What follows belongs to an exercise in optimizing a design on an open flow for small area; a production flow would make more cautious choices.
The RTL was checked by simulation tests, not by an equivalence proof against the original design.
In every run shown here, the design's own scripts or RTL, not TritonCTS, make the clock network.
The clock input has no modelled driver; a real chip could not lean on it and would need a root buffer or a full tree.
Power is estimated from default activity; no workload was simulated.

[flow/my_cts.tcl]
# Sourced as PRE_CTS_TCL by ORFS's cts.tcl.
#
# 1. Combinational cells are set to their smallest drive strength (the
#    timing repair that cts.tcl and the later steps run sizes up again
#    where a path needs it).
#

set n 0
foreach inst [get_cells *] {
  set m [get_property $inst ref_name]
  if {[regexp {df|tap|buf|conb|fill|decap|diode|clkinv|dly} $m]} { continue }
  if {![regexp {^(sky130_fd_sc_hd__\w+)_([0-9]+)$} $m -> base d]} { continue }
  if {$d <= 1} { continue }
  set a [get_property [get_lib_cells */$m] area]
  foreach s {0 1} {
    set c [get_lib_cells -quiet */${base}_$s]
    if {$c ne "" && [get_property $c area] < $a} {
      replace_cell $inst $c
      incr n
      break
    }
  }
}
puts "downsize: $n cells"

set nleaf   [expr {[info exists ::env(CTS_NLEAF)] ? $::env(CTS_NLEAF) : 4}]
set leafbuf [expr {[info exists ::env(CTS_LEAFBUF)] ? $::env(CTS_LEAFBUF) : "sky130_fd_sc_hd__clkbuf_8"}]
set rootbuf [expr {[info exists ::env(CTS_ROOTBUF)] ? $::env(CTS_ROOTBUF) : ""}]

set db    [ord::get_db]
set block [ord::get_db_block]
set clk   [$block findNet clk]
$clk setSigType CLOCK

# sinks and their positions
set sinks {}
foreach it [$clk getITerms] {
  set inst [$it getInst]
  set box  [$inst getBBox]
  set x [expr {([$box xMin] + [$box xMax]) / 2.0}]
  set y [expr {([$box yMin] + [$box yMax]) / 2.0}]
  lappend sinks [list $it $x $y]
}
set n [llength $sinks]
puts "my_cts: $n clock sinks, $nleaf leaf buffers ($leafbuf)"

# clusters by recursive bisection: each set is cut across its longer side,
# in proportion to the number of leaves each part gets
proc bisect {items k} {
  if {$k <= 1} { return [list $items] }
  set xs {}; set ys {}
  foreach s $items { lappend xs [lindex $s 1]; lappend ys [lindex $s 2] }
  set xs [lsort -real $xs]; set ys [lsort -real $ys]
  set w [expr {[lindex $xs end] - [lindex $xs 0]}]
  set h [expr {[lindex $ys end] - [lindex $ys 0]}]
  set idx [expr {$w >= $h ? 1 : 2}]
  set sorted [lsort -real -index $idx $items]
  set k1 [expr {$k / 2}]
  set k2 [expr {$k - $k1}]
  set n [llength $sorted]
  set cut [expr {int(round(double($n) * $k1 / $k))}]
  return [concat [bisect [lrange $sorted 0 [expr {$cut - 1}]] $k1] \
                 [bisect [lrange $sorted $cut end] $k2]]
}
set idxd {}
set i 0
foreach s $sinks { lappend idxd [list $i [lindex $s 1] [lindex $s 2]]; incr i }
set groups [bisect $idxd $nleaf]
set assign [lrepeat $n 0]
set cx {}; set cy {}; set cnt {}
set k 0
foreach g $groups {
  set sx 0.0; set sy 0.0
  foreach s $g { lset assign [lindex $s 0] $k; set sx [expr {$sx + [lindex $s 1]}]; set sy [expr {$sy + [lindex $s 2]}] }
  lappend cx [expr {$sx / [llength $g]}]; lappend cy [expr {$sy / [llength $g]}]; lappend cnt [llength $g]
  incr k
}
puts "my_cts: cluster sizes $cnt"

# the tree
set lmaster [$db findMaster $leafbuf]
set src $clk
if {$rootbuf ne ""} {
  set rmaster [$db findMaster $rootbuf]
  set rinst [odb::dbInst_create $block $rmaster "clkbuf_root"]
  set rnet  [odb::dbNet_create $block "clknet_root"]
  $rnet setSigType CLOCK
  [$rinst findITerm A] connect $clk
  [$rinst findITerm X] connect $rnet
  set rx 0.0; set ry 0.0
  for {set k 0} {$k < $nleaf} {incr k} { set rx [expr {$rx + [lindex $cx $k]}]; set ry [expr {$ry + [lindex $cy $k]}] }
  $rinst setLocation [expr {int($rx / $nleaf)}] [expr {int($ry / $nleaf)}]
  $rinst setPlacementStatus PLACED
  set src $rnet
}
set nets {}
for {set k 0} {$k < $nleaf} {incr k} {
  set inst [odb::dbInst_create $block $lmaster "clkbuf_leaf_$k"]
  set net  [odb::dbNet_create $block "clknet_leaf_$k"]
  $net setSigType CLOCK
  lappend nets $net
  $inst setLocation [expr {int([lindex $cx $k])}] [expr {int([lindex $cy $k])}]
  $inst setPlacementStatus PLACED
}
set i 0
foreach s $sinks {
  set it [lindex $s 0]
  set net [lindex $nets [lindex $assign $i]]
  $it disconnect
  $it connect $net
  incr i
}
for {set k 0} {$k < $nleaf} {incr k} {
  set inst [$block findInst "clkbuf_leaf_$k"]
  [$inst findITerm A] connect $src
  [$inst findITerm X] connect [lindex $nets $k]
}

# skip TritonCTS; the rest of cts.tcl runs on this tree
proc clock_tree_synthesis {args} {
  puts "my_cts: TritonCTS skipped"
  set_propagated_clock [all_clocks]
}
[flow/post_cts.tcl]
# Sourced as POST_CTS_TCL by ORFS's cts.tcl, after its legalisation and
# timing repair: a leaf clock buffer whose flip-flop clock pins would see
# too slow a slew is swapped for the next stronger clock buffer.
set limit [expr {[info exists ::env(CTS_SLEW_TARGET)] ? $::env(CTS_SLEW_TARGET) : 0.105}]
estimate_parasitics -placement
set changed 0
foreach c [get_cells clkbuf_leaf_*] {
  set x [get_pins -of_objects $c -filter "direction==output"]
  set mx 0
  foreach p [get_pins -of_objects [get_nets -of_objects $x] -filter "direction==input"] {
    set s [get_property $p slew_max]
    if {$s > $mx} { set mx $s }
  }
  if {$mx > $limit} {
    set m [get_property $c ref_name]
    set up [string map {clkbuf_8 clkbuf_16 clkbuf_4 clkbuf_8 clkbuf_2 clkbuf_4} $m]
    if {$up ne $m} {
      puts "post_cts: [get_name $c] slew [format %.3f $mx] > $limit: $m -> $up"
      replace_cell $c [get_lib_cells */$up]
      incr changed
    }
  }
}
if {$changed} {
  detailed_placement
  check_placement -verbose
  estimate_parasitics -placement
}
set mx 0
foreach p [get_pins -hierarchical */CLK] { set s [get_property $p slew_max]; if {$s > $mx} { set mx $s } }
puts "post_cts: max flip-flop clock slew [format %.3f $mx]"
[flow/run.sh]
#!/bin/bash
# Own layout flow: the standard ORFS flow (standard.sh, with its
# standard synthesis), with these changes:
#  - ports get the smallest buffer (buf_1) instead of ORFS's pick;
#  - before clock tree synthesis, combinational cells are set to their
#    smallest size (the later timing repair sizes up where needed);
#  - the clock tree is built by flow/my_cts.tcl (one root buffer and
#    CTS_NLEAF leaf buffers over location clusters of the flip-flops) in
#    place of TritonCTS, and flow/post_cts.tcl strengthens any leaf buffer
#    whose flip-flops would see a clock slew above CTS_SLEW_TARGET (ns).
# The output of the whole flow goes to standard.log here; each ORFS step
# also keeps its own log under orfs/logs/.
set -euo pipefail
export BUFFER_PORTS_ARGS="-buffer_cell sky130_fd_sc_hd__buf_1"
export PRE_CTS_TCL="$PWD/flow/my_cts.tcl"
export POST_CTS_TCL="$PWD/flow/post_cts.tcl"
export CTS_NLEAF=8
export CTS_LEAFBUF=sky130_fd_sc_hd__clkbuf_8
export CTS_ROOTBUF=sky130_fd_sc_hd__clkbuf_16
export CTS_SLEW_TARGET=0.118
bash standard.sh > standard.log 2>&1
[constraint.sdc]
create_clock -name core_clock -period 10.0 [get_ports {clk}]
set_input_delay 2.0000 -clock core_clock [delete_from_list [all_inputs] [get_ports {clk}]]
set_output_delay 2.0000 -clock core_clock [all_outputs]
set_load 0.01 [all_outputs]
[config.mk]
export PLATFORM = sky130hd
export DESIGN_NAME = dhtdec
export DESIGN_NICKNAME = dhtdec
export VERILOG_FILES = /design/flow/design.v
export SDC_FILE = /design/flow/constraint.sdc
export NUM_CORES = 4
export LEC_CHECK = 0
export CAP_MARGIN = 20
export CORE_MARGIN = 2
export CORE_UTILIZATION = 55
export PLACE_DENSITY = 0.75
export SLEW_MARGIN = 20
export SYNTH_HIERARCHICAL = 1
[standard.sh]
#!/bin/bash
# synth_recipe.tcl (not shown) runs the flow's synth.tcl, then flattens the netlist and writes it again
# the make line also repeats each setting of config.mk as NAME=value (left out here)
make -C /OpenROAD-flow-scripts/flow DESIGN_CONFIG=/design/flow/config.mk WORK_HOME=/design/flow/orfs CLKGATE_MAP_FILE= SYNTH_SCRIPT=/design/flow/synth_recipe.tcl "${@:-finish}"
[design.v]
module dht_fa (
    input  wire a,
    input  wire b,
    input  wire c,
    output wire s,
    output wire co
);
    assign s  = a ^ b ^ c;
    assign co = (a & b) | (a & c) | (b & c);
endmodule
module dht_ha (
    input  wire a,
    input  wire b,
    output wire s,
    output wire co
);
    assign s  = a ^ b;
    assign co = a & b;
endmodule
module dht_incc #(parameter integer W = 8) (
    input  wire [W-1:0] q,
    input  wire         ci,
    output wire [W-1:0] y
);
    wire [W:0] c;
    assign c[0] = ci;
    genvar i;
    generate
        for (i = 0; i < W - 1; i = i + 1) begin : g
            dht_ha u (.a(q[i]), .b(c[i]), .s(y[i]), .co(c[i+1]));
        end
    endgenerate
    assign y[W-1] = q[W-1] ^ c[W-1];
endmodule
module dht_horner (
    input  wire [7:0] acc,
    input  wire [2:0] n,
    output wire [7:0] y
);
    wire [8:2] k;
    assign y[0] = n[0];
    dht_ha u1 (.a(acc[0]), .b(n[1]), .s(y[1]), .co(k[2]));
    dht_fa u2 (.a(acc[1]), .b(n[2]), .c(k[2]), .s(y[2]), .co(k[3]));
    genvar i;
    generate
        for (i = 3; i < 7; i = i + 1) begin : g
            dht_ha u (.a(acc[i-1]), .b(k[i]), .s(y[i]), .co(k[i+1]));
        end
    endgenerate
    assign y[7] = acc[6] ^ k[7];
endmodule
module dht_pop4 (
    input  wire [3:0] t,
    output wire [2:0] n
);
    wire s, c0, c1;
    dht_fa u0 (.a(t[0]), .b(t[1]), .c(t[2]), .s(s), .co(c0));
    dht_ha u1 (.a(s), .b(t[3]), .s(n[0]), .co(c1));
    dht_ha u2 (.a(c0), .b(c1), .s(n[1]), .co(n[2]));
endmodule
module dht_x10 (
    input  wire [7:0]  x,
    output wire [11:0] y
);
    wire [8:0] c;
    assign y[0] = 1'b0;
    assign y[1] = x[0];
    assign y[2] = x[1];
    dht_ha u0 (.a(x[0]), .b(x[2]), .s(y[3]), .co(c[1]));
    genvar i;
    generate
        for (i = 1; i < 6; i = i + 1) begin : g
            dht_fa u (.a(x[i]), .b(x[i+2]), .c(c[i]), .s(y[i+3]), .co(c[i+1]));
        end
    endgenerate
    dht_ha u6 (.a(x[6]), .b(c[6]), .s(y[9]), .co(c[7]));
    dht_ha u7 (.a(x[7]), .b(c[7]), .s(y[10]), .co(y[11]));
endmodule
module dht_xnor (
    input  wire a,
    input  wire b,
    output wire y
);
    assign y = !(a ^ b);
endmodule
module dht_and (
    input  wire a,
    input  wire b,
    output wire y
);
    assign y = a & b;
endmodule
module dht_ninc #(parameter integer W = 8) (
    input  wire [W-1:0] q,
    output wire [W-1:0] ny
);
    wire [W:0] c;
    assign c[0] = 1'b1;
    assign ny[0] = q[0];
    assign c[1] = q[0];
    genvar i;
    generate
        for (i = 1; i < W; i = i + 1) begin : g
            dht_xnor u (.a(q[i]), .b(c[i]), .y(ny[i]));
            dht_and v (.a(q[i]), .b(c[i]), .y(c[i+1]));
        end
    endgenerate
endmodule
module dht_rate (
    input  wire [21:0] nnow,
    input  wire [21:0] last,
    output wire        lt
);
    localparam [21:0] MIN_PERIOD = 22'd3000000;    
    wire [22:6] c;
    wire [21:6] e;                                 
    wire [22:6] l;
    wire [6:0] lc;
    assign lc[0] = 1'b0;
    genvar i;
    generate
        for (i = 0; i < 6; i = i + 1) begin : gl
            assign lc[i+1] = (nnow[i] & last[i]) | (nnow[i] & lc[i]) | (last[i] & lc[i]);
        end
    endgenerate
    assign c[6] = lc[6];
    assign l[6] = 1'b0;
    generate
        for (i = 6; i < 22; i = i + 1) begin : g
            dht_fa u (.a(nnow[i]), .b(last[i]), .c(c[i]), .s(e[i]), .co(c[i+1]));
            if (MIN_PERIOD[i]) begin : g1
                assign l[i+1] = e[i] | l[i];
            end else begin : g0
                assign l[i+1] = e[i] & l[i];
            end
        end
    endgenerate
    assign lt = l[22];
endmodule
module dht_neg (
    input  wire [14:0] mag,
    input  wire        neg,
    output wire [15:0] y
);
    wire [15:0] q;
    assign q[0] = 1'b0;
    genvar i;
    generate
        for (i = 0; i < 15; i = i + 1) begin : g
            assign y[i]   = mag[i] ^ q[i];
            assign q[i+1] = q[i] | (neg & mag[i]);
        end
    endgenerate
    assign y[15] = q[15];
endmodule
module dht_sel (
    input  wire       cv,
    input  wire [3:0] cmd_op,
    input  wire       variant,
    input  wire       last_ok_valid,
    output wire       rsp_valid,
    output wire       s_res,
    output wire       s_dec0,
    output wire       s_hum1,
    output wire       s_temp1,
    output wire       s_frame,
    output wire       s_time,
    output wire       s_stat
);
    wire ok  = cv & !cmd_op[3];
    wire okv = ok & last_ok_valid;
    assign rsp_valid = ok & (cmd_op[2:1] != 2'b00);
    assign s_res   = ok  & (cmd_op[2:0] == 3'd2);
    assign s_dec0  = okv & !variant & ((cmd_op[2:0] == 3'd3) | (cmd_op[2:0] == 3'd4));
    assign s_hum1  = okv & variant & (cmd_op[2:0] == 3'd3);
    assign s_temp1 = okv & variant & (cmd_op[2:0] == 3'd4);
    assign s_frame = okv & (cmd_op[2:0] == 3'd5);
    assign s_time  = okv & (cmd_op[2:0] == 3'd6);
    assign s_stat  = ok  & (cmd_op[2:0] == 3'd7);
endmodule
module dht_mux8 (
    input  wire       s,
    input  wire [7:0] a,
    input  wire [7:0] b,
    output wire [7:0] y
);
    assign y = s ? a : b;
endmodule
module dht_aor (
    input  wire        s_res,
    input  wire        s_dec0,
    input  wire        s_hum1,
    input  wire        s_temp1,
    input  wire        s_frame,
    input  wire        s_time,
    input  wire        s_stat,
    input  wire [2:0]  last_result,
    input  wire [11:0] x10,
    input  wire [15:0] temp1,
    input  wire [39:0] last_frame,
    input  wire [21:0] last_ok_time,
    input  wire [12:0] status_image,
    output wire [40:0] r
);
    assign r = ({41{s_res}}   & {38'd0, last_result}) |
               ({41{s_dec0}}  & {29'd0, x10}) |
               ({41{s_hum1}}  & {25'd0, last_frame[39:24]}) |
               ({41{s_temp1}} & {{25{temp1[15]}}, temp1}) |
               ({41{s_frame}} & {1'b0, last_frame}) |
               ({41{s_time}}  & {19'd0, last_ok_time}) |
               ({41{s_stat}}  & {28'd0, status_image});
endmodule
module dht_rsp (
    input  wire        cv,
    input  wire [3:0]  cmd_op,
    input  wire        variant,
    input  wire        last_ok_valid,
    input  wire [2:0]  last_result,
    input  wire [39:0] last_frame,
    input  wire [21:0] last_ok_time,
    input  wire [12:0] status_image,
    output wire        rsp_valid,
    output wire [63:0] rsp_data
);
    wire s_res, s_dec0, s_hum1, s_temp1, s_frame, s_time, s_stat;
    dht_sel u_sel (.cv(cv), .cmd_op(cmd_op), .variant(variant), .last_ok_valid(last_ok_valid),
                   .rsp_valid(rsp_valid), .s_res(s_res), .s_dec0(s_dec0), .s_hum1(s_hum1),
                   .s_temp1(s_temp1), .s_frame(s_frame), .s_time(s_time), .s_stat(s_stat));
    wire [7:0] x10_in;
    dht_mux8 u_xm (.s(cmd_op[0]), .a(last_frame[39:32]), .b(last_frame[23:16]), .y(x10_in));
    wire [11:0] x10;
    dht_x10 u_x10 (.x(x10_in), .y(x10));
    wire [15:0] temp1;
    dht_neg u_neg (.mag(last_frame[22:8]), .neg(last_frame[23]), .y(temp1));
    wire [40:0] r;
    dht_aor u_aor (.s_res(s_res), .s_dec0(s_dec0), .s_hum1(s_hum1), .s_temp1(s_temp1),
                   .s_frame(s_frame), .s_time(s_time), .s_stat(s_stat),
                   .last_result(last_result), .x10(x10), .temp1(temp1), .last_frame(last_frame),
                   .last_ok_time(last_ok_time), .status_image(status_image), .r(r));
    assign rsp_data = {{23{r[40]}}, r};
endmodule
module dhtdec (
    input  wire        clk,
    input  wire        rst,         
    input  wire        variant,     
    input  wire        pin_i,       
    output wire        pin_o,
    output wire        pin_oe,
    output wire        pin_pu,
    input  wire        cmd_valid,
    input  wire [3:0]  cmd_op,
    output wire [1:0]  cmd_ack,
    output wire        rsp_valid,
    output wire [63:0] rsp_data,
    output wire        done_valid,
    output wire [2:0]  done_code,
    output wire        busy
);
    localparam [6:0] TP = 7'b1010101 ^ 7'b1111111;
    reg [3:0]  phase;
    reg [6:0]  tq;
    reg [7:0]  thi;
    reg [31:0] bits;
    reg [7:0]  acc;
    reg        mism;
    reg [2:0]  last_result;
    reg [39:0] last_frame;
    reg [21:0] last_ok_time;
    reg        last_ok_valid;
    reg        rate_limited;
    reg [21:0] now;
    wire [6:0] t = tq ^ TP;
    wire [5:0] bitidx = thi[5:0];      
    wire idle   = (phase == 4'd0);
    wire ph1    = (phase == 4'd1);
    wire ph2    = (phase == 4'd2);
    wire ph3    = (phase == 4'd3);
    wire ph4    = (phase == 4'd4);
    wire ph5    = (phase == 4'd5);
    wire ph6    = (phase == 4'd6);
    wire ph7    = (phase == 4'd7);
    wire ph8    = (phase == 4'd8);
    wire ph9    = (phase == 4'd9);
    wire ph10   = (phase == 4'd10);
    wire t_29  = !t[1] & !t[4] & t[5];
    wire t_39  = !t[1] & !t[2] & t[3] & !t[4];
    wire t_40  = !t[2] & !t[3] & t[4] & !t[5];
    wire t_100 = !t[0] & t[1] & t[2] & !t[3] & t[4] & !t[5] & !t[6];
    wire t_75  = t[0] & !t[1] & !t[2] & t[3] & !t[5];
    wire t_50  = !t[0] & t[1] & !t[3] & t[4];
    wire t_92  = t[0] & t[1] & !t[2] & !t[3] & t[4] & !t[6];
    wire t_94  = !t[0] & t[1] & t[2] & !t[4] & !t[5] & t[6];
    wire wrap  = (t == 7'b1000000);                  
    wire t_low11 = thi[7] & thi[3] & thi[2] & thi[0] & t_92;
    wire t_low22 = thi[3] & thi[2] & thi[1] & thi[0] & t_94;
    wire hit_low  = variant ? t_low22 : t_low11;
    wire is_wait  = ph4 | ph5 | ph6 | ph7 | ph9;
    wire wait_lvl = ph4 | ph6 | ph9;
    wire exit_w   = is_wait & (pin_i != wait_lvl);
    wire hit      = ph1 |
                    (ph2 & hit_low) |
                    (ph3 & t_29) |
                    (ph4 & t_40) |
                    ((ph5 | ph6) & t_100) |
                    (ph7 & t_75) |
                    (ph8 & t_39) |
                    (ph9 & t_50);
    wire timed    = ph1 | ph2 | ph3 | ph8;
    wire adv_t    = timed & hit;
    wire fail     = is_wait & !exit_w & hit;
    wire last_bit = bitidx[5] & bitidx[2] & bitidx[1] & bitidx[0];    
    wire sample   = ph8 & hit;
    wire       rot = ph8 & bitidx[5] & (bitidx[2:0] == 3'd0) & !t[0] & t[1];
    wire [2:0] pop;
    dht_pop4 u_pop (.t({bits[31], bits[23], bits[15], bits[7]}), .n(pop));
    wire [2:0] acc_n = rot ? pop : {2'b00, acc[7]};
    wire [7:0] acc_next;
    dht_horner u_hor (.acc(acc), .n(acc_n), .y(acc_next));
    wire bad_bit = pin_i ^ acc[7];
    wire [21:0] nnow_inc;                           
    dht_ninc #(.W(22)) u_ninc (.q(now), .ny(nnow_inc));
    wire lt_next;
    dht_rate u_rate (.nnow(nnow_inc), .last(last_ok_time), .lt(lt_next));
    wire        cv       = cmd_valid & !rst;
    wire        read_cmd = cmd_valid & (cmd_op == 4'd1);
    wire        start    = read_cmd & idle & !rate_limited;
    wire        cmd_done = cv & (cmd_op == 4'd1) & idle & rate_limited;
    wire        csum_ok  = !mism;
    wire        seq_done = fail | ph10;
    wire        commit   = ph10 & csum_ok;
    wire [2:0]  seq_code = ph10 ? (csum_ok ? 3'd0 : 3'd5) :
                           ph4 ? 3'd1 : ph5 ? 3'd2 : ph6 ? 3'd3 : 3'd4;
    reg [3:0] phase_n;
    always @(*) begin
        case (phase)
            4'd0:    phase_n = start ? 4'd1 : 4'd0;
            4'd1:    phase_n = 4'd2;
            4'd2:    phase_n = hit ? 4'd3 : 4'd2;
            4'd3:    phase_n = hit ? 4'd4 : 4'd3;
            4'd4:    phase_n = exit_w ? 4'd5 : hit ? 4'd0 : 4'd4;
            4'd5:    phase_n = exit_w ? 4'd6 : hit ? 4'd0 : 4'd5;
            4'd6:    phase_n = exit_w ? 4'd7 : hit ? 4'd0 : 4'd6;
            4'd7:    phase_n = exit_w ? 4'd8 : hit ? 4'd0 : 4'd7;
            4'd8:    phase_n = hit ? 4'd9 : 4'd8;
            4'd9:    phase_n = exit_w ? (last_bit ? 4'd10 : 4'd7) : hit ? 4'd0 : 4'd9;
            default: phase_n = 4'd0;
        endcase
    end
    wire [7:0] thi_next;
    dht_incc #(.W(8)) u_hinc (.q(thi), .ci((ph2 & wrap) | (ph9 & exit_w & !last_bit)), .y(thi_next));
    wire [6:0] t_n = (idle | adv_t | exit_w) ? 7'd0 : {t[5:0], !(t[6] ^ t[5])};
    always @(posedge clk) begin
        tq <= t_n ^ TP;
        if ((sample & !bitidx[5]) | rot) bits <= {bits[30:0], rot ? bits[31] : pin_i};
        if (rot | (sample & bitidx[5]))  acc <= acc_next;
        if (sample & bitidx[5])  mism <= bad_bit | (mism & (bitidx[2:0] != 3'd0));
        if (commit) begin
            last_frame   <= {bits[7:0], bits[31:8], acc};
            last_ok_time <= now;
        end
        if (rst) begin
            phase         <= 4'd0;
            thi           <= 8'd0;
            last_result   <= 3'd0;
            last_ok_valid <= 1'b0;
            rate_limited  <= 1'b0;
            now           <= 22'd0;
        end else begin
            now    <= ~nnow_inc;
            phase  <= phase_n;
            thi    <= (seq_done | (ph2 & hit)) ? 8'd0 : thi_next;
            if (seq_done)
                last_result <= seq_code;
            if (commit)
                last_ok_valid <= 1'b1;
            rate_limited <= commit | (last_ok_valid & lt_next);
        end
    end
    dht_rsp u_rsp (.cv(cv), .cmd_op(cmd_op), .variant(variant), .last_ok_valid(last_ok_valid),
                   .last_result(last_result), .last_frame(last_frame), .last_ok_time(last_ok_time),
                   .status_image({bitidx & {6{!ph2}}, phase, variant, last_ok_valid, !idle}),
                   .rsp_valid(rsp_valid), .rsp_data(rsp_data));
    assign cmd_ack = !cv ? 2'd0 :
                     cmd_op[3] ? 2'd3 :
                     ((cmd_op[2:0] == 3'd1) & !idle) ? 2'd2 : 2'd1;
    assign done_valid = !rst & (seq_done | cmd_done);
    assign done_code  = rst ? 3'd0 : seq_done ? seq_code : cmd_done ? last_result : 3'd0;
    assign pin_oe = ph1 | ph2 | ph3;
    assign pin_o  = !ph2;
    assign pin_pu = 1'b1;
    assign busy   = !idle;
endmodule
==> impl_metrics.toml, run 1 <==
[logic_synthesis]
ys_warn_count = 7
syn_area_per_cell_um2 = 11.5
synthFlopType = "edfxtp_1"
synth-simple-area-share_pct = 16.6
synth_async_sr_flop_share_pct = 0
synth_top_family_by_area = "simple AND/OR/NAND/NOR gates"
synth_compound_area_share_pct = 10.4
synth_mux_area_share_pct = 1.84
synth_fp_nets = 717
yosysSeqAreaShare_pct = 52.3
syn-cell-area_um2 = 7670
synthXorXnorAreaFrac_pct = 4.57
ys_types = 74
ys_ff_latch = 149
yosys.area_share.adder_pct = 8.91
synth_cells = 668
synth_edf_count = 103

[floorplan]
dieArea_um2 = 14900
initial_core_util_pct = 55.7
pin_count = 84
die_w_um = 122
num_rows = 43
fp.coreArea_um2 = 13800
die_h_um = 122

[pwr]
p_total_w = 0.000955
powerDensity_nw_per_um2 = 120
ir_worst_vdd_mv = 0.118
leakagePower_nw = 2.69

[drt]
via_per_inst = 6.01
num_vias = 5340
drtPass1Iterations = 5
drtIter0Drc = 549
postRouteAntennaNets = 0
wl_per_cell_um = 20.6
drc = 0
drt-total-wl_mm = 18.3

[finish]
n_antenna_cell = 0
syn_to_final_growth_pct = 3.65
fillerInstances = 1205
final_util_pct = 57.7
drive_gt1_share_pct = 3.24
nets = 760

[worst_setup_path]
r2r_end = "rate_limited"
worstSetupEndpoint = "rate_limited"
crit_buf_inv = 0
cp_max_fo = 5
arrival_ps = 8930
cp-end-kind = "register"
slowest_delay_ps = 470
crit_path_start = "now[0]"
rr_worst_depth = 26
r2r-start = "now[0]"
cp.depth = 26
cp.required_ps = 10260
cpLargestDelayFamily = "adder cells"
cpMostUsedCell = "fa_1"
r2r_slack_ps = 1330
start_kind = "register"
critPathSlowestCell = "fa_1"
setup.worst_path.class = "reg -> reg"

[timing]
finalSetupTns_ps = 0
rsz0062_at_grt = "no"
finClkSkew_ps = 18.6
post-route-period-util_pct = 86.7
finalSetupViolCount = 0
slew_headroom_pct = 23.1
finalMaxSlewViolations = 0
final_hold_viol_count = 0
layout_min_cycle_time_ps = 8670
clock.fmax_mhz = 115
worstMarginPinSlew_ps = 1150

[grt]
grt_pass1_wl_mm = 28.1
grt_overflow = 0
antenna_found_initial = 0
grt_usage_pct = 24.3
grt_max_degree = 65
grt_pass1_vias = 5132

[job]
drv_cap = 0

[outcome]
status = "no timing/DRC/antenna violations"

[placed_design]
dp.final_hpwl_mm = 13.4
place_congestion = 0.961
port_buffers = 82

[min_path]
hold_class = "reg -> reg"

[clocking]
clk_latency_ps = 370
clk_pin_slew_ps = 120
## sequential cells by signal (all words and copies together) (netlist names), 3 cells and up
register and count:
tq 7, thi 8, last_result 3, last_ok_time 22, phase 4, acc 8, bits 32, last_frame 40
now 22
## per-module statistics from Yosys (local to each module, per instance), a selection
module	area (um^2)	flip-flops and latches	cells
dht_aor	701	0	124
dht_sel	105	0	17
dht_xnor	8.76	0	1
dht_rsp	173	0	23
dht_and	6.26	0	1
dhtdec	5120	149	346
dht_horner	16.3	0	2
dht_neg	278	0	40
dht_ha	12.5	0	1
dht_mux8	131	0	9
dht_fa	20.0	0	1
## worst min-delay path by stage
stage          startpoint             end  slack [ps]  cells past startpoint
2_1_floorplan       tq[2]           tq[3]         390                      1
3_3_place_gp        tq[2]           tq[3]         420                      1
3_5_place_dp        tq[2]           tq[3]         430                      1
5_1_grt          bits[22]  last_frame[22]         470                      0
6_report            tq[2]           tq[3]         450                      1
## cells by family (layout without fill, tap and decap cells)
family | after synthesis | after routing
adder cells (fa/ha/maj) | 41 | 41
multiplexers | 10 | 10
other | 2 | 2
buffers and inverters | 68 | 109
AO/OA/AOI/OAI | 109 | 109
flip-flops | 149 | 149
XOR/XNOR | 40 | 40
AND/OR/NAND/NOR | 249 | 249
## stage by stage
step	hold WS, ps	setup WS (ps)	cells	cell area (um^2)
3_5_place_dp	434	1330	880	7920
3_3_place_gp	423	1710	880	7920
6_report	450	1330	889	7950
2_1_floorplan	389	1940	668	7670
5_1_grt	471	994	889	7950
## power breakdown
part	leakage, nW	internal (W)	switching (W)
Combinational	1.37	0.0000124	0.0000232
Sequential	1.25	0.000653	0.00000473
Clock	0.0698	0.0000915	0.000171
## per-layer routing
layer  vias up  part of all wire (%)  global-route usage, %
li1       2455                     -                      -
met1      2653                    43                   34.9
met2       204                    49                   41.3
met3        28                   6.2                   1.87
met4         0                   1.8                   4.02
met5         -                     0                      0
## Yosys cell counts, types with 8 or more instances
cell type | number | area [um^2]
a21oi_1 | 10 | 50.1
a22oi_1 | 45 | 338
and2_1 | 34 | 213
buf_2 | 15 | 75.1
buf_4 | 30 | 225
clkbuf_1 | 9 | 33.8
dfxtp_1 | 46 | 921
edfxtp_1 | 103 | 3090
fa_1 | 23 | 460
ha_1 | 17 | 213
inv_1 | 9 | 33.8
mux2_4 | 8 | 120
nand2_1 | 77 | 289
nand3_1 | 23 | 115
nor2_1 | 47 | 176
nor2b_1 | 11 | 68.8
nor4_1 | 9 | 56.3
o21ai_0 | 15 | 75.1
xnor2_1 | 38 | 333
## cell usage in the layout (no fill, tap or decap), types with 11 or more instances in the layout
| cell type | n |
|---|---|
| and2_1 | 34 |
| fa_1 | 23 |
| edfxtp_1 | 103 |
| nor2_1 | 47 |
| a22oi_1 | 45 |
| xnor2_1 | 38 |
| buf_1 | 82 |
| nand3_1 | 23 |
| o21ai_0 | 16 |
| nand2_1 | 78 |
| dfxtp_1 | 46 |
| nor2b_1 | 11 |
| ha_1 | 17 |
## cell type report
type	count	area [um^2]	share of cell area (%)
plain buffers	9	135	1.70
inverters	11	41.3	0.519
repair buffers	89	360	4.53
multi-input cells	451	3170	39.9
flip-flops and latches	149	4010	50.5
well taps	180	225	2.83
==> run 2: changes to the inputs <==
--- a/flow/run.sh
+++ b/flow/run.sh
@@ -17,5 +17,5 @@
 export CTS_NLEAF=8
 export CTS_LEAFBUF=sky130_fd_sc_hd__clkbuf_8
 export CTS_ROOTBUF=sky130_fd_sc_hd__clkbuf_16
-export CTS_SLEW_TARGET=0.118
+export CTS_SLEW_TARGET=0.112
 bash standard.sh > standard.log 2>&1
==> run 2 against run 1 <==
Against the previous run: maximum frequency increased by 0.66%; highest routed layer unchanged; global-route usage increased by 0.11 points; critical path type unchanged; first-iteration DRC count increased by 4.7%.
==> impl_metrics.toml, run 2 <==
[timing]
finalSetupTns_ps = 0
finalMaxSlewViolations = 0
clock.fmax_mhz = 116
finClkSkew_ps = 20.7
finalSetupViolCount = 0
layout_min_cycle_time_ps = 8610
slew_headroom_pct = 37.7
fin_ws_ps = 1390
worstMarginPinSlew_ps = 935
post-route-period-util_pct = 86.1
final_hold_viol_count = 0
rsz0062_at_grt = "no"

[pwr]
leakagePower_nw = 2.70
ir_worst_vdd_mv = 0.119
powerDensity_nw_per_um2 = 123

[drt]
drc = 0
drtPass1Iterations = 7
postRouteAntennaNets = 0
via_per_inst = 6.02
drtIter0Drc = 575
drt-total-wl_mm = 18.3
wl_per_cell_um = 20.6
num_vias = 5350

[worst_setup_path]
r2r-start = "now[0]"
critPathSlowestCell = "fa_1"
rr_worst_depth = 26
cp.required_ps = 10280
cpMostUsedCell = "fa_1"
cp-end-kind = "register"
arrival_ps = 8880
start_kind = "register"
cp_max_fo = 5
slowest_delay_ps = 470
crit_path_start = "now[0]"
setup.worst_path.class = "reg -> reg"

[logic_synthesis]
ys_top_cells_by_area = "edfxtp_1 40%, dfxtp_1 12%, fa_1 6.0%, a22oi_1 4.4%, xnor2_1 4.3%"
synth_edf_count = 103
synth_cells = 668
post-synth-top-area-cell = "edfxtp_1"
yosysSeqAreaShare_pct = 52.3
ys_types = 74
synth_async_sr_flop_share_pct = 0
synth_fp_nets = 717
yosys.area.top_type_share_pct = 40.3
synthFlopType = "edfxtp_1"
yosysMostFrequentCell = "edfxtp_1"
synthTopCellsByCount = "103 x edfxtp_1, 77 x nand2_1, 47 x nor2_1, 46 x dfxtp_1, 45 x a22oi_1"
syn-cell-area_um2 = 7670
ys_warn_count = 7
ys_ff_latch = 149
syn_area_per_cell_um2 = 11.5

[placed_design]
place_inst = 880
place_ws_ps = 1330
dpl_cell_area_um2 = 7920
place_congestion = 0.961
port_buffers = 82
dp.final_hpwl_mm = 13.4

[finish]
final_common_cell = "edfxtp_1"
largest_register_ffs = 40
syn_to_final_growth_pct = 4.13
regMostFlops = "last_frame"
nets = 760
final_util_pct = 58.0
top_regs = "last_frame: 40 flops, bits: 32 flops"
drive_gt1_share_pct = 3.39
n_antenna_cell = 0
final_cell_mix = "103 x edfxtp_1, 82 x buf_1, 78 x nand2_1"
fin_cells = 889
design_area_um2 = 7990

[min_path]
hp-start = "tq[2]"
hold_path_depth = 1
hold_class = "reg -> reg"

[floorplan]
pin_count = 84
initial_core_util_pct = 55.7
die_w_um = 122
fp.coreArea_um2 = 13800
die_h_um = 122
dieArea_um2 = 14900
num_rows = 43

[grt]
antenna_found_initial = 0
grt_max_degree = 65
grt_overflow = 0
grt_usage_pct = 24.4
grt_pass1_vias = 5135
grt_pass1_wl_mm = 28.2

[clocking]
clk_pin_slew_ps = 100
clk_latency_ps = 370

[job]
drv_cap = 0

[outcome]
status = "no timing/DRC/antenna violations"
run 2: cell counts after synthesis:
No cell type changed its count.
run 2: cell families (layout without fill, tap and decap cells):
kind of cell,after synthesis,count (layout),share of synthesized area [%]
AO/OA/AOI/OAI,109,109,10.4
XOR/XNOR,40,40,4.57
adder cells (fa/ha/maj),41,41,8.91
buffers and inverters,68,109,5.24
flip-flops,149,149,52.3
multiplexers,10,10,1.84
other,2,2,0.0979
AND/OR/NAND/NOR,249,249,16.6
run 2: layout make-up:
class | count | area, um^2
Fill cell | 1207 | 5790
Sequential cell | 149 | 4010
Multi-Input combinational cell | 451 | 3180
Timing Repair Buffer | 89 | 360
Tap cell | 180 | 225
Buffer | 9 | 169
Inverter | 11 | 41.3
run 2: stage by stage:
| stage | total power [W] | hold WS (ps) |
|---|---|---|
| floorplan | 0.000697 | 389 |
| global placement | 0.000707 | 423 |
| detailed placement | 0.000708 | 434 |
| global route | 0.00102 | 471 |
| finish | 0.000986 | 440 |
run 2: Yosys stat by module, one instance, submodules excluded, a selection:
module      copies in the design  cells inside  cell area, um^2
dht_horner                     1             2             16.3
dht_and                       20             1             6.26
dht_xnor                      21             1             8.76
dht_mux8                       1             9              131
dht_neg                        1            40              278
dht_aor                        1           124              701
run 2: final timing paths:
path | to | slack [ps]
min | tq[3] | 440
min reg2reg | tq[3] | 440
max | rate_limited | 1390
max reg2reg | rate_limited | 1390
run 2: routing by layer:
layer  global-route usage (%)  share of wire, %  vias to the layer above
met5                        0                 0                        -
met4                     4.53               2.0                        0
met1                     35.4                43                     2660
li1                         -                 -                     2460
met3                     1.31               5.6                       26
met2                     41.4                50                      204
run 2: report_power, final:
group	leakage (nW)	switching, W	internal [W]
clock	0.0852	0.000176	0.000117
sequential	1.25	0.00000481	0.000652
combinational	1.37	0.0000232	0.0000124
run 2: critical path: cells and delay by family (launching register included):
family          cells  cell delay, ps
simple gates        5             900
fa+ha+maj          16            6460
compound gates      4             610
xor+xnor            1             130
flops               1             410
==> run 3: changes to the inputs <==
--- a/config.mk
+++ b/config.mk
@@ -7,7 +7,7 @@
 export LEC_CHECK = 0
 export CAP_MARGIN = 20
 export CORE_MARGIN = 2
-export CORE_UTILIZATION = 55
-export PLACE_DENSITY = 0.75
+export CORE_UTILIZATION = 70
+export PLACE_DENSITY = 0.85
 export SLEW_MARGIN = 20
 export SYNTH_HIERARCHICAL = 1
==> run 3 against run 2 <==
Against the previous run: critical path depth did not move; wire length down 5.1%; worst setup slack lost 110 ps; first-iteration DRC count rose by 34%; synthesized cell count stayed put; global-route usage is 4.8 points higher; clock power is 4% higher; core utilization increased by 16 points; clock skew rose by 0.95 ps; hold slack improved by 4.0 ps; largest power group unchanged.
==> impl_metrics.toml, run 3 <==
[worst_setup_path]
cpLargestDelayFamily = "adder cells"
critPathSlowestCell = "fa_1"
arrival_ps = 8990
setup.worst_path.class = "reg -> reg"
cpMostUsedCell = "fa_1"
cp_max_fo = 5
cp-end-kind = "register"
cp.required_ps = 10280
start_kind = "register"
crit_buf_inv = 0
slowest_delay_ps = 460

[logic_synthesis]
synthTopCellsByCount = "103 x edfxtp_1, 77 x nand2_1, 47 x nor2_1, 46 x dfxtp_1, 45 x a22oi_1"
synth_cells = 668
synth_compound_area_share_pct = 10.4
yosysSeqAreaShare_pct = 52.3
yosys.area.top_type_share_pct = 40.3
post-synth-top-area-cell = "edfxtp_1"
ys_types = 74
yosysMostFrequentCell = "edfxtp_1"
synthFlopType = "edfxtp_1"
synth_edf_count = 103
ys_warn_count = 7
synth-simple-area-share_pct = 16.6
synthXorXnorAreaFrac_pct = 4.57
yosys.area_share.adder_pct = 8.91
syn_area_per_cell_um2 = 11.5
syn-cell-area_um2 = 7670
synth_mux_area_share_pct = 1.84
ys_ff_latch = 149
ys_top_cells_by_area = "edfxtp_1 40%, dfxtp_1 12%, fa_1 6.0%, a22oi_1 4.4%, xnor2_1 4.3%"
synth_fp_nets = 717
synth_top_family_by_area = "simple AND/OR/NAND/NOR gates"
synth_async_sr_flop_share_pct = 0

[pwr]
ir_worst_vdd_mv = 0.123
leakagePower_nw = 2.71
powerDensity_nw_per_um2 = 126

[grt]
grt_max_degree = 65
antenna_found_initial = 0
grt_pass1_wl_mm = 26.7
grt_usage_pct = 29.2
grt_overflow = 0
grt_pass1_vias = 5065

[finish]
largest_register_ffs = 40
drive_gt1_share_pct = 3.39
fin_cells = 849
regMostFlops = "last_frame"
nets = 760
n_antenna_cell = 0
final_common_cell = "edfxtp_1"
syn_to_final_growth_pct = 3.62
design_area_um2 = 7950
final_util_pct = 74.0
final_cell_mix = "103 x edfxtp_1, 82 x buf_1, 78 x nand2_1"
top_regs = "last_frame: 40 flops, bits: 32 flops"

[drt]
drc = 0
via_per_inst = 6.37
drtPass1Iterations = 7
num_vias = 5406
wl_per_cell_um = 20.4
drt-total-wl_mm = 17.4
postRouteAntennaNets = 0
drtIter0Drc = 770

[timing]
worstMarginPinSlew_ps = 924
post-route-period-util_pct = 87.2
rsz0062_at_grt = "no"
finalSetupTns_ps = 0
finalMaxSlewViolations = 0
final_hold_viol_count = 0
clock.fmax_mhz = 115
slew_headroom_pct = 38.3
finClkSkew_ps = 21.7
fin_ws_ps = 1280
finalSetupViolCount = 0
layout_min_cycle_time_ps = 8720

[floorplan]
dieArea_um2 = 11800
initial_core_util_pct = 71.4
fp.coreArea_um2 = 10700
die_w_um = 109
die_h_um = 109
num_rows = 38
pin_count = 84

[placed_design]
dpl_cell_area_um2 = 7870
place_ws_ps = 1310
place_congestion = 0.904
place_inst = 840
port_buffers = 82
dp.final_hpwl_mm = 12.5

[outcome]
status = "no timing/DRC/antenna violations"

[min_path]
hold_class = "reg -> reg"

[clocking]
clk_pin_slew_ps = 110
clk_latency_ps = 370

[job]
drv_cap = 0
==> run 3: changes by cell type in the layout (fill, tap and decap cells not counted) <==
cell | previous run | this run
clkbuf_8 | 5 | 4
clkbuf_16 | 4 | 5
==> run 3: logic make-up after synthesis <==
kind of cell    count (synthesis)
other cells                     2
flops                         149
xor+xnor                       40
simple gates                  249
fa+ha+maj                      41
buf+inv                        68
mux                            10
compound gates                109
==> run 3: cell type report <==
cell class	instances	area [um^2]
fill	764	2800
inverter	11	41.3
tap	140	175
timing repair buffer	89	360
sequential	149	4010
buffer	9	180
multi-input combinational	451	3180
==> run 3: final timing paths <==
kind	from	endpoint	slack (ps)	depth (start not counted)
min reg2reg	tq[2]	tq[3]	440	1
max reg2reg	now[0]	rate_limited	1280	26
max	now[0]	rate_limited	1280	26
min	tq[2]	tq[3]	440	1
==> run 3: power by group <==
group	switching, W	internal (W)
combinational	0.0000228	0.0000126
sequential	0.00000425	0.000652
clock	0.000179	0.000126
total	0.000206	0.000791
==> run 3: per-module statistics from Yosys, one instance, submodules excluded, excerpt <==
module / cell area (um^2) / flip-flops and latches / times used
dht_mux8: 131 / 0 / 1
dht_horner: 16.3 / 0 / 1
dht_sel: 105 / 0 / 1
dht_rate: 124 / 0 / 1
dht_x10: 26.3 / 0 / 1
dht_ha: 12.5 / 0 / 17
dht_neg: 278 / 0 / 1
dht_and: 6.26 / 0 / 20
dht_fa: 20.0 / 0 / 23
dht_xnor: 8.76 / 0 / 21
dht_aor: 701 / 0 / 1
dhtdec: 5120 / 149 / 1
dht_rsp: 173 / 0 / 1
==> run 3: routing by layer <==
| layer | vias up | wire [um] | global-route usage [%] |
|---|---|---|---|
| met4 | 0 | 504 | 8.24 |
| met5 | - | 0 | 0 |
| met3 | 51 | 1390 | 3.35 |
| li1 | 2461 | - | - |
| met2 | 286 | 8590 | 49.0 |
| met1 | 2608 | 6880 | 40.9 |
==> run 3: per-stage QoR <==
step                hold slack, ps  total power, W
floorplan                      389        0.000697
global placement               417        0.000705
detailed placement             426        0.000707
global route                   465         0.00102
finish                         444        0.000998
==> run 3: worst reg2reg max path, stage by stage (launching register included) <==
cell and delay, ps:
dfxtp_1 410, and2_1 210, and2_1 180, and2_1 170, and2_1 180, xnor2_1 130
o21ai_0 200, o22ai_1 120, fa_1 400, fa_1 420, fa_1 450, fa_1 400
fa_1 390, fa_1 410, fa_1 390, fa_1 390, fa_1 410, fa_1 390
fa_1 400, fa_1 400, fa_1 410, fa_1 420, fa_1 400, fa_1 460
nor4_1 200, a31oi_1 120, o21a_1 190
==> run 4: changes to the inputs <==
--- a/flow/run.sh
+++ b/flow/run.sh
@@ -14,8 +14,8 @@
 export BUFFER_PORTS_ARGS="-buffer_cell sky130_fd_sc_hd__buf_1"
 export PRE_CTS_TCL="$PWD/flow/my_cts.tcl"
 export POST_CTS_TCL="$PWD/flow/post_cts.tcl"
-export CTS_NLEAF=8
+export CTS_NLEAF=9
 export CTS_LEAFBUF=sky130_fd_sc_hd__clkbuf_8
 export CTS_ROOTBUF=sky130_fd_sc_hd__clkbuf_16
-export CTS_SLEW_TARGET=0.112
+export CTS_SLEW_TARGET=0.118
 bash standard.sh > standard.log 2>&1
--- a/config.mk
+++ b/config.mk
@@ -7,7 +7,7 @@
 export LEC_CHECK = 0
 export CAP_MARGIN = 20
 export CORE_MARGIN = 2
-export CORE_UTILIZATION = 70
-export PLACE_DENSITY = 0.85
+export CORE_UTILIZATION = 40
+export PLACE_DENSITY = 0.6
 export SLEW_MARGIN = 20
 export SYNTH_HIERARCHICAL = 1
==> run 4 against run 3 <==
Against the previous run: clock power decreased by 4%; area after synthesis unchanged; wire length increased by 7.0%; sequential share of layout area decreased by 0.61 points; via count decreased by 4.0%; highest routed layer unchanged; total power decreased by 1.0%; sequential power about the same; global-route usage decreased by 11 points; die area increased by 72%; final cell count increased by 11%.
==> impl_metrics.toml, run 4 <==
[floorplan]
die_w_um = 142
fp.coreArea_um2 = 18800
dieArea_um2 = 20300
initial_core_util_pct = 40.9
pin_count = 84
num_rows = 50
die_h_um = 142

[finish]
design_area_um2 = 8050
final_cell_mix = "103 x edfxtp_1, 82 x buf_1, 78 x nand2_1"
drive_gt1_share_pct = 3.52
largest_register_ffs = 40
nets = 761
regMostFlops = "last_frame"
n_antenna_cell = 0
fillerInstances = 1832
top_regs = "last_frame: 40 flops, bits: 32 flops"
syn_to_final_growth_pct = 4.89
fin_cells = 944
final_common_cell = "edfxtp_1"

[worst_setup_path]
start_kind = "register"
setup.worst_path.class = "reg -> reg"
arrival_ps = 8720
cp-end-kind = "register"
cp.required_ps = 10270
cp_max_fo = 5

[drt]
postRouteAntennaNets = 0
drtPass1Iterations = 4
num_vias = 5189
drtIter0Drc = 456
wl_per_cell_um = 19.7
drt-total-wl_mm = 18.6
via_per_inst = 5.50
drc = 0

[pwr]
powerDensity_nw_per_um2 = 123
ir_worst_vdd_mv = 0.0791
leakagePower_nw = 2.70

[placed_design]
port_buffers = 82
dp.final_hpwl_mm = 13.8
place_inst = 934
place_congestion = 0.914
dpl_cell_area_um2 = 7990

[logic_synthesis]
synth_fp_nets = 717
yosysSeqAreaShare_pct = 52.3
synthTopCellsByCount = "103 x edfxtp_1, 77 x nand2_1, 47 x nor2_1, 46 x dfxtp_1, 45 x a22oi_1"
yosysMostFrequentCell = "edfxtp_1"
synth_edf_count = 103
ys_ff_latch = 149
ys_types = 74
ys_warn_count = 7
synthFlopType = "edfxtp_1"
yosys.area.top_type_share_pct = 40.3
synth_async_sr_flop_share_pct = 0
synth_cells = 668
syn-cell-area_um2 = 7670
ys_top_cells_by_area = "edfxtp_1 40%, dfxtp_1 12%, fa_1 6.0%, a22oi_1 4.4%, xnor2_1 4.3%"
syn_area_per_cell_um2 = 11.5
post-synth-top-area-cell = "edfxtp_1"

[grt]
grt_use_met1_pct = 25.8
antenna_found_initial = 0
use_met3_pct = 1.65
grt_pass1_vias = 5280
met2_usage_pct = 30.8
grt_pass1_wl_mm = 29.3
grt_max_degree = 65
grt_usage_pct = 18.4
top_usage_layer = "met2"
grt_overflow = 0

[clocking]
clk_latency_ps = 380
clk_pin_slew_ps = 120

[timing]
post-route-period-util_pct = 84.5
finalMaxSlewViolations = 0
final_hold_viol_count = 0
finalSetupTns_ps = 0
slew_headroom_pct = 40.4
rsz0062_at_grt = "no"
finClkSkew_ps = 28.2
clock.fmax_mhz = 118
worstMarginPinSlew_ps = 895
finalSetupViolCount = 0
whs_ps = 436
layout_min_cycle_time_ps = 8450

[min_path]
hold_class = "reg -> reg"

[outcome]
status = "no timing/DRC/antenna violations"

[job]
drv_cap = 0
## run 4: cell type report
class	instances	area [um^2]	area share, %
plain buffers	10	160	1.99
inverters	11	41.3	0.513
multi-input cells	451	3180	39.5
flip-flops and latches	149	4010	49.9
well taps	234	293	3.64
repair buffers	89	360	4.48
## run 4: layer usage
| metal | vias to the layer above | part of all wire [%] |
|---|---|---|
| met3 | 36 | 5.2 |
| met4 | 0 | 2.9 |
| met1 | 2535 | 44 |
| met5 | - | 0 |
| li1 | 2463 | - |
| met2 | 155 | 47 |
## run 4: worst paths after layout
path | endpoint | cells after the start | start | slack, ps
max | rate_limited | 26 | now[0] | 1550
min reg2reg | tq[3] | 1 | tq[2] | 440
max reg2reg | rate_limited | 26 | now[0] | 1550
min | tq[3] | 1 | tq[2] | 440
## run 4: worst max-delay path: stages (launching register included)
cell and delay (ps):
dfxtp_1 420, and2_1 180, and2_1 160, and2_1 160, and2_1 160, xnor2_1 120
o21ai_0 180, o22ai_1 120, fa_1 400, fa_1 390, fa_1 400, fa_1 390
fa_1 390, fa_1 390, fa_1 390, fa_1 390, fa_1 390, fa_1 400
fa_1 390, fa_1 390, fa_1 390, fa_1 390, fa_1 390, fa_1 460
nor4_1 190, a31oi_1 130, o21a_1 190
## run 4: per-stage QoR
step	power, W	utilization, %	worst slack (ps)
floorplan	0.000697	-	1940
global placement	0.000707	42.6	1710
detailed placement	0.000708	42.6	1450
global route	0.00102	42.9	1170
finish	0.000987	42.9	1550
## run 4: where the power goes
part | switching, W | internal, W
logic | 0.0000238 | 0.0000124
registers | 0.00000463 | 0.000653
clock network | 0.000185 | 0.000109
## run 4: kinds of logic after synthesis
kind of cell	count (synthesis)	synth area share (%)
buf+inv	68	5.24
xor+xnor	40	4.57
mux	10	1.84
simple gates	249	16.6
compound gates	109	10.4
other cells	2	0.0979
fa+ha+maj	41	8.91
flops	149	52.3
## run 4: modules after synthesis, one instance, submodules excluded, a selection
module / times used / area (um^2) / flip-flops and latches
dht_sel: 1 / 105 / 0
dht_xnor: 21 / 8.76 / 0
dht_x10: 1 / 26.3 / 0
dht_rate: 1 / 124 / 0
dht_and: 20 / 6.26 / 0
dht_neg: 1 / 278 / 0
dht_aor: 1 / 701 / 0
dht_mux8: 1 / 131 / 0
dht_rsp: 1 / 173 / 0
dht_ha: 17 / 12.5 / 0
dht_fa: 23 / 20.0 / 0
==> run 5: changes to the inputs <==
--- a/design.v
+++ b/design.v
@@ -256,7 +256,8 @@
     output wire [2:0]  done_code,
     output wire        busy
 );
-    localparam [6:0] TP = 7'b1010101 ^ 7'b1111111;
+    localparam [6:0] TP = 7'b0101010;
+    localparam [6:0] T0 = 7'b0111011;
     reg [3:0]  phase;
     reg [6:0]  tq;
     reg [7:0]  thi;
@@ -282,15 +283,15 @@
     wire ph8    = (phase == 4'd8);
     wire ph9    = (phase == 4'd9);
     wire ph10   = (phase == 4'd10);
-    wire t_29  = !t[1] & !t[4] & t[5];
-    wire t_39  = !t[1] & !t[2] & t[3] & !t[4];
-    wire t_40  = !t[2] & !t[3] & t[4] & !t[5];
-    wire t_100 = !t[0] & t[1] & t[2] & !t[3] & t[4] & !t[5] & !t[6];
-    wire t_75  = t[0] & !t[1] & !t[2] & t[3] & !t[5];
-    wire t_50  = !t[0] & t[1] & !t[3] & t[4];
-    wire t_92  = t[0] & t[1] & !t[2] & !t[3] & t[4] & !t[6];
-    wire t_94  = !t[0] & t[1] & t[2] & !t[4] & !t[5] & t[6];
-    wire wrap  = (t == 7'b1000000);                  
+    wire t_29  = t[0] & t[3] & !t[4] & t[5] & !t[6];
+    wire t_39  = !t[0] & !t[2] & !t[4];
+    wire t_40  = t[0] & !t[3] & !t[5];
+    wire t_100 = !t[0] & !t[1] & !t[2] & !t[3] & !t[5] & !t[6];
+    wire t_75  = !t[1] & !t[2] & !t[4] & !t[6];
+    wire t_50  = !t[2] & t[3] & !t[4] & !t[6];
+    wire t_92  = !t[0] & !t[1] & !t[4] & !t[5] & !t[6];
+    wire t_94  = !t[0] & !t[1] & !t[2] & !t[3] & !t[6];
+    wire wrap  = (t == 7'b0011101);                  
     wire t_low11 = thi[7] & thi[3] & thi[2] & thi[0] & t_92;
     wire t_low22 = thi[3] & thi[2] & thi[1] & thi[0] & t_94;
     wire hit_low  = variant ? t_low22 : t_low11;
@@ -310,7 +311,7 @@
     wire fail     = is_wait & !exit_w & hit;
     wire last_bit = bitidx[5] & bitidx[2] & bitidx[1] & bitidx[0];    
     wire sample   = ph8 & hit;
-    wire       rot = ph8 & bitidx[5] & (bitidx[2:0] == 3'd0) & !t[0] & t[1];
+    wire       rot = ph8 & bitidx[5] & (bitidx[2:0] == 3'd0) & !t[1] & !t[6];
     wire [2:0] pop;
     dht_pop4 u_pop (.t({bits[31], bits[23], bits[15], bits[7]}), .n(pop));
     wire [2:0] acc_n = rot ? pop : {2'b00, acc[7]};
@@ -348,7 +349,7 @@
     end
     wire [7:0] thi_next;
     dht_incc #(.W(8)) u_hinc (.q(thi), .ci((ph2 & wrap) | (ph9 & exit_w & !last_bit)), .y(thi_next));
-    wire [6:0] t_n = (idle | adv_t | exit_w) ? 7'd0 : {t[5:0], !(t[6] ^ t[5])};
+    wire [6:0] t_n = (idle | adv_t | exit_w) ? T0 : {t[5:0], t[0] ^ t[6]};
     always @(posedge clk) begin
         tq <= t_n ^ TP;
         if ((sample & !bitidx[5]) | rot) bits <= {bits[30:0], rot ? bits[31] : pin_i};
--- a/flow/run.sh
+++ b/flow/run.sh
@@ -14,8 +14,8 @@
 export BUFFER_PORTS_ARGS="-buffer_cell sky130_fd_sc_hd__buf_1"
 export PRE_CTS_TCL="$PWD/flow/my_cts.tcl"
 export POST_CTS_TCL="$PWD/flow/post_cts.tcl"
-export CTS_NLEAF=9
+export CTS_NLEAF=8
 export CTS_LEAFBUF=sky130_fd_sc_hd__clkbuf_8
-export CTS_ROOTBUF=sky130_fd_sc_hd__clkbuf_16
+export CTS_ROOTBUF=sky130_fd_sc_hd__clkbuf_8
 export CTS_SLEW_TARGET=0.118
 bash standard.sh > standard.log 2>&1
--- a/config.mk
+++ b/config.mk
@@ -7,7 +7,7 @@
 export LEC_CHECK = 0
 export CAP_MARGIN = 20
 export CORE_MARGIN = 2
-export CORE_UTILIZATION = 40
-export PLACE_DENSITY = 0.6
+export CORE_UTILIZATION = 55
+export PLACE_DENSITY = 0.75
 export SLEW_MARGIN = 20
 export SYNTH_HIERARCHICAL = 1
==> run 5 against run 4 <==
Against the previous run: clock power decreased by about 10%; largest power group unchanged; wire length decreased by 9.5%; register-to-register slack got worse by 140 ps; clock skew decreased by 1.1 ps; critical path type unchanged; maximum frequency decreased by 1.6%; core utilization increased by 15 points; still clean; sequential power about the same; final cell count decreased by 6.4%.
==> impl_metrics.toml, run 5 <==
[outcome]
status = "no timing/DRC/antenna violations"

[worst_setup_path]
critPathSlowestCell = "fa_1"
r2r-start = "now[0]"
cp.depth = 27
crit_buf_inv = 0
cp-end-kind = "register"
crit_path_start = "now[0]"
r2r_slack_ps = 1410
rr_worst_depth = 27
setup.worst_path.class = "reg -> reg"
arrival_ps = 8890
start_kind = "register"
r2r_end = "rate_limited"
cp_max_fo = 5
cpMostUsedCell = "fa_1"
cpLargestDelayFamily = "adder cells"
worstSetupEndpoint = "rate_limited"
cp.required_ps = 10300
slowest_delay_ps = 460

[finish]
multi_input_area_um2 = 3170
fillerInstances = 1177
seqCellArea_um2 = 4010
drive_gt1_share_pct = 4.26
design_area_um2 = 7970
final_cell_mix = "103 x edfxtp_1, 82 x buf_1, 69 x nand2_1"
final_common_cell = "edfxtp_1"
top_regs = "last_frame: 40 flops, bits: 32 flops"
n_antenna_cell = 0
regMostFlops = "last_frame"
syn_to_final_growth_pct = 2.61
largest_register_ffs = 40
nets = 755
final_util_pct = 57.6

[timing]
rsz0062_at_grt = "no"
finalSetupViolCount = 0
finalMaxSlewViolations = 0
post-route-period-util_pct = 85.9
worstMarginPinSlew_ps = 958
whs_ps = 440
layout_min_cycle_time_ps = 8590
finClkSkew_ps = 27.1
slew_headroom_pct = 36.1
final_hold_viol_count = 0
clock.fmax_mhz = 116
fin_ws_ps = 1410
finalSetupTns_ps = 0

[logic_synthesis]
yosysSeqAreaShare_pct = 51.7
synthFlopType = "edfxtp_1"
ys_warn_count = 7
synth_edf_count = 103
synth_cells = 664
synth_fp_nets = 713
post-synth-top-area-cell = "edfxtp_1"
yosys.area.top_type_share_pct = 39.8
yosysMostFrequentCell = "edfxtp_1"
ys_types = 74
ys_ff_latch = 149
syn_area_per_cell_um2 = 11.7
synth_async_sr_flop_share_pct = 0
syn-cell-area_um2 = 7760
ys_top_cells_by_area = "edfxtp_1 40%, dfxtp_1 12%, fa_1 5.9%, a22oi_1 4.4%, xnor2_1 4.3%"
synthTopCellsByCount = "103 x edfxtp_1, 68 x nand2_1, 50 x nor2_1, 46 x a22oi_1, 46 x dfxtp_1"

[floorplan]
num_rows = 43
dieArea_um2 = 15100
pin_count = 84
initial_core_util_pct = 56.2
die_h_um = 123
fp.coreArea_um2 = 13800
die_w_um = 123

[drt]
num_vias = 5215
drtPass1Iterations = 6
drc = 0
drt-total-wl_mm = 16.8
via_per_inst = 5.90
postRouteAntennaNets = 0
drtIter0Drc = 579
wl_per_cell_um = 19.0

[placed_design]
port_buffers = 82
place_ws_ps = 1410
place_congestion = 0.881
dp.final_hpwl_mm = 12.5
dpl_cell_area_um2 = 7990

[grt]
grt_usage_pct = 22.0
grt_overflow = 0
met2_usage_pct = 38.4
grt_max_degree = 65
grt_pass1_wl_mm = 26.1
grt_use_met1_pct = 29.8
grt_pass1_vias = 5082
top_usage_layer = "met2"
antenna_found_initial = 0
use_met3_pct = 1.86

[pwr]
powerDensity_nw_per_um2 = 118
leakagePower_nw = 2.67
ir_worst_vdd_mv = 0.113

[job]
drv_cap = 0

[clocking]
clk_pin_slew_ps = 120
clk_latency_ps = 420

[min_path]
hold_class = "reg -> reg"
[run 5: cell families (layout without fill, tap and decap cells)]
family,Yosys count,count (layout),synth area share [%]
XOR/XNOR,40,40,4.51
other,2,2,0.0967
flip-flops,149,149,51.7
buffers and inverters,73,113,5.67
AO/OA/AOI/OAI,118,118,11.7
AND/OR/NAND/NOR,230,230,15.5
adder cells (fa/ha/maj),40,40,8.67
multiplexers,12,12,2.11
[run 5: how the worst min path moves through the flow]
stage / slack (ps) / cells past startpoint / endpoint / start
after global routing: 450 / 0 / last_frame[29] / bits[29]
after detailed placement: 430 / 0 / bits[10] / bits[9]
after floorplan: 410 / 1 / tq[4] / tq[3]
final: 440 / 0 / last_frame[29] / bits[29]
after global placement: 430 / 0 / bits[28] / bits[27]
[run 5: layout make-up]
| cell class | count | area share [%] |
|---|---|---|
| Tap cell | 180 | 2.83 |
| Inverter | 13 | 0.612 |
| Sequential cell | 149 | 50.4 |
| Buffer | 9 | 1.70 |
| Multi-Input combinational cell | 442 | 39.8 |
| Timing Repair Buffer | 91 | 4.68 |
[run 5: metal layers]
layer | vias to the layer above | part of all wire, %
met5 | - | 0
met2 | 195 | 50
met1 | 2536 | 41
li1 | 2445 | -
met4 | 0 | 2.9
met3 | 39 | 6.3
[run 5: report_power, final]
group	leakage, nW	internal (W)	switching, W	total [W]
sequential	1.25	0.000652	0.00000192	0.000654
clock	0.0698	0.0000906	0.000173	0.000264
combinational	1.35	0.00000842	0.0000160	0.0000245
total	2.67	0.000751	0.000191	0.000942
[run 5: per-module statistics from Yosys (local to each module, per instance), excerpt]
| module | cell area, um^2 | flops+latches | cells inside |
|---|---|---|---|
| dhtdec | 5210 | 149 | 342 |
| dht_aor | 701 | 0 | 124 |
| dht_neg | 278 | 0 | 40 |
| dht_rsp | 173 | 0 | 23 |
| dht_mux8 | 131 | 0 | 9 |
| dht_rate | 124 | 0 | 20 |
| dht_sel | 105 | 0 | 17 |
| dht_x10 | 26.3 | 0 | 4 |
| dht_fa | 20.0 | 0 | 1 |
| dht_horner | 16.3 | 0 | 2 |
| dht_ha | 12.5 | 0 | 1 |
| dht_xnor | 8.76 | 0 | 1 |
| dht_and | 6.26 | 0 | 1 |
[run 5: through the flow]
stage	total power, W	std cells
after detailed placement	0.000694	874
after global placement	0.000692	874
final	0.000942	884
after floorplan	0.000687	664
after global routing	0.000967	884
==> run 6: changes to the inputs <==
--- a/config.mk
+++ b/config.mk
@@ -5,9 +5,9 @@
 export SDC_FILE = /design/flow/constraint.sdc
 export NUM_CORES = 4
 export LEC_CHECK = 0
-export CAP_MARGIN = 20
+export CAP_MARGIN = 5
 export CORE_MARGIN = 2
 export CORE_UTILIZATION = 55
 export PLACE_DENSITY = 0.75
-export SLEW_MARGIN = 20
+export SLEW_MARGIN = 5
 export SYNTH_HIERARCHICAL = 1
==> run 6 against run 5 <==
Against the previous run: still clean; total power hardly changed; critical path depth stayed put; sequential share of layout area is 0.13 points higher; final cell count is 0.11% lower; worst setup slack worse by 8.7 ps; hold slack better by 4.3 ps; via count is 0.29% lower; core utilization is 0.14 points lower; area after synthesis stayed put; wire length hardly changed; critical path type unchanged; highest routed layer unchanged.
==> impl_metrics.toml, run 6 <==
[worst_setup_path]
setup.worst_path.class = "reg -> reg"
cp-end-kind = "register"
cp_max_fo = 5
rr_worst_depth = 27
arrival_ps = 8900
cp.required_ps = 10300
start_kind = "register"

[logic_synthesis]
post-synth-top-area-cell = "edfxtp_1"
yosysMostFrequentCell = "edfxtp_1"
synth_fp_nets = 713
yosysSeqAreaShare_pct = 51.7
ys_types = 74
synth_mux_area_share_pct = 2.11
synthTopCellsByCount = "103 x edfxtp_1, 68 x nand2_1, 50 x nor2_1, 46 x a22oi_1, 46 x dfxtp_1"
ys_top_cells_by_area = "edfxtp_1 40%, dfxtp_1 12%, fa_1 5.9%, a22oi_1 4.4%, xnor2_1 4.3%"
synthFlopType = "edfxtp_1"
ys_ff_latch = 149
synthXorXnorAreaFrac_pct = 4.51
syn-cell-area_um2 = 7760
syn_area_per_cell_um2 = 11.7
ys_warn_count = 7
synth-simple-area-share_pct = 15.5
synth_async_sr_flop_share_pct = 0
synth_top_family_by_area = "simple AND/OR/NAND/NOR gates"
synth_edf_count = 103
synth_compound_area_share_pct = 11.7
synth_cells = 664
yosys.area.top_type_share_pct = 39.8
yosys.area_share.adder_pct = 8.67

[drt]
via_per_inst = 5.89
postRouteAntennaNets = 0
drc = 0
wl_per_cell_um = 19.0
wl_met3_mm = 1.09
drt-total-wl_mm = 16.8
route.met2.wl_mm = 8.32
top_layer = "met4"
drtPass1Iterations = 8
num_vias = 5200
drtIter0Drc = 553
wl_met1_mm = 6.94

[finish]
final_common_cell = "edfxtp_1"
drive_gt1_share_pct = 3.70
largest_register_ffs = 40
final_util_pct = 57.5
regMostFlops = "last_frame"
top_regs = "last_frame: 40 flops, bits: 32 flops"
nets = 754
syn_to_final_growth_pct = 2.35
final_cell_mix = "103 x edfxtp_1, 82 x buf_1, 69 x nand2_1"
n_antenna_cell = 0

[timing]
finalSetupViolCount = 0
rsz0062_at_grt = "no"
fin_ws_ps = 1400
layout_min_cycle_time_ps = 8600
final_hold_viol_count = 0
worstMarginPinSlew_ps = 1220
clock.fmax_mhz = 116
finalMaxSlewViolations = 0
slew_headroom_pct = 18.2
finClkSkew_ps = 26.2
finalSetupTns_ps = 0
post-route-period-util_pct = 86.0

[min_path]
hold_path_depth = 0
hold_class = "reg -> reg"

[placed_design]
dp.final_hpwl_mm = 12.5
port_buffers = 82
place_ws_ps = 1410
place_congestion = 0.881

[pwr]
ir_worst_vdd_mv = 0.113
leakagePower_nw = 2.67
powerDensity_nw_per_um2 = 118

[floorplan]
initial_core_util_pct = 56.2
num_rows = 43
die_w_um = 123
pin_count = 84
fp.coreArea_um2 = 13800
dieArea_um2 = 15100
die_h_um = 123

[clocking]
clk_latency_ps = 420
clk_pin_slew_ps = 120

[outcome]
status = "no timing/DRC/antenna violations"

[grt]
grt_max_degree = 65
grt_pass1_vias = 5082
antenna_found_initial = 0
grt_usage_pct = 22.0
grt_pass1_wl_mm = 26.1
grt_overflow = 0

[job]
drv_cap = 0
run 6: area by class of cell:
class                   instances  area (um^2)
flip-flops and latches        149         4010
repair buffers                 90          368
fillers                      1176         5880
well taps                     180          225
plain buffers                   9          135
multi-input cells             442         3160
inverters                      13         48.8
run 6: worst paths after layout:
kind / startpoint / endpoint / slack [ps]
setup / recovery: now[0] / rate_limited / 1400
hold / removal: bits[29] / last_frame[29] / 440
setup reg to reg: now[0] / rate_limited / 1400
hold reg to reg: bits[29] / last_frame[29] / 440
run 6: routing by layer:
layer / up-vias / track usage, %
met3: 32 / 1.86
met1: 2527 / 29.8
met4: 0 / 5.46
met2: 199 / 38.4
met5: - / 0
li1: 2442 / -
run 6: kinds of logic after synthesis:
logic type	Yosys count
compound gates	118
xor+xnor	40
fa+ha+maj	40
buf+inv	73
flops	149
mux	12
other cells	2
simple gates	230
run 6: through the flow:
step	hold slack, ps	instance area (um^2)	cells	power [W]
global route	452	7950	883	0.000967
floorplan	414	7760	664	0.000687
detailed placement	431	7990	874	0.000694
global placement	425	7990	874	0.000692
finish	444	7950	883	0.000941
run 6: power by group:
group	switching (W)	total [W]	leakage, nW	internal, W
sequential	0.00000189	0.000654	1.25	0.000652
combinational	0.0000159	0.0000243	1.35	0.00000835
clock	0.000173	0.000263	0.0698	0.0000906
total	0.000190	0.000941	2.67	0.000751
run 6: per-module statistics from Yosys (local to each module, per instance), a selection:
module	times used	cell area, um^2
dhtdec	1	5210
dht_aor	1	701
dht_neg	1	278
dht_rsp	1	173
dht_mux8	1	131
dht_rate	1	124
dht_sel	1	105
dht_x10	1	26.3
dht_ha	17	12.5
dht_xnor	21	8.76
dht_and	20	6.26
run 6: critical path: stages (launching register included):
cell and delay, ps:
dfxtp_1 430, and2_1 180, and2_1 160, and2_1 170, and2_1 170, xnor2_1 130, o21ai_0 190, o22ai_1 120
fa_1 390, fa_1 410, fa_1 400, fa_1 390, fa_1 380, fa_1 380, fa_1 390, fa_1 400
fa_1 390, fa_1 390, fa_1 390, fa_1 390, fa_1 400, fa_1 400, fa_1 410, fa_1 460
nor4_1 190, a31oi_1 130, a21oi_1 150, nor2_1 50

[what the ideal ports hide]
No port has a modelled driver above. Below, the same layouts with a new extraction and two added sets of constraints. Step 1 sets driving cells, clkbuf_16 on the clock port and buf_2 on the other inputs (assumed; they add their load-dependent delay and slew). Step 2 also shifts input and output timing later by t, the mid clock arrival at the registers, as if the neighbouring blocks saw the same clock. Three values: no drivers, after step 1, after step 2; two values: the first two.
| run | shift t [ns] | setup slack, ns | clock arrival spread, ns |
|---|---|---|---|
| run 1 | 0.399 | 1.335 / 1.335 / 1.335 | 0.019 / 0.019 |
| run 2 | 0.402 | 1.392 / 1.392 / 1.392 | 0.023 / 0.022 |
| run 3 | 0.394 | 1.284 / 1.284 / 1.284 | 0.022 / 0.023 |
| run 4 | 0.404 | 1.547 / 1.547 / 1.547 | 0.029 / 0.029 |
| run 5 | 0.440 | 1.411 / 1.411 / 1.411 | 0.027 / 0.027 |
| run 6 | 0.439 | 1.402 / 1.402 / 1.402 | 0.027 / 0.027 |
After both steps every run listed still meets setup and hold.
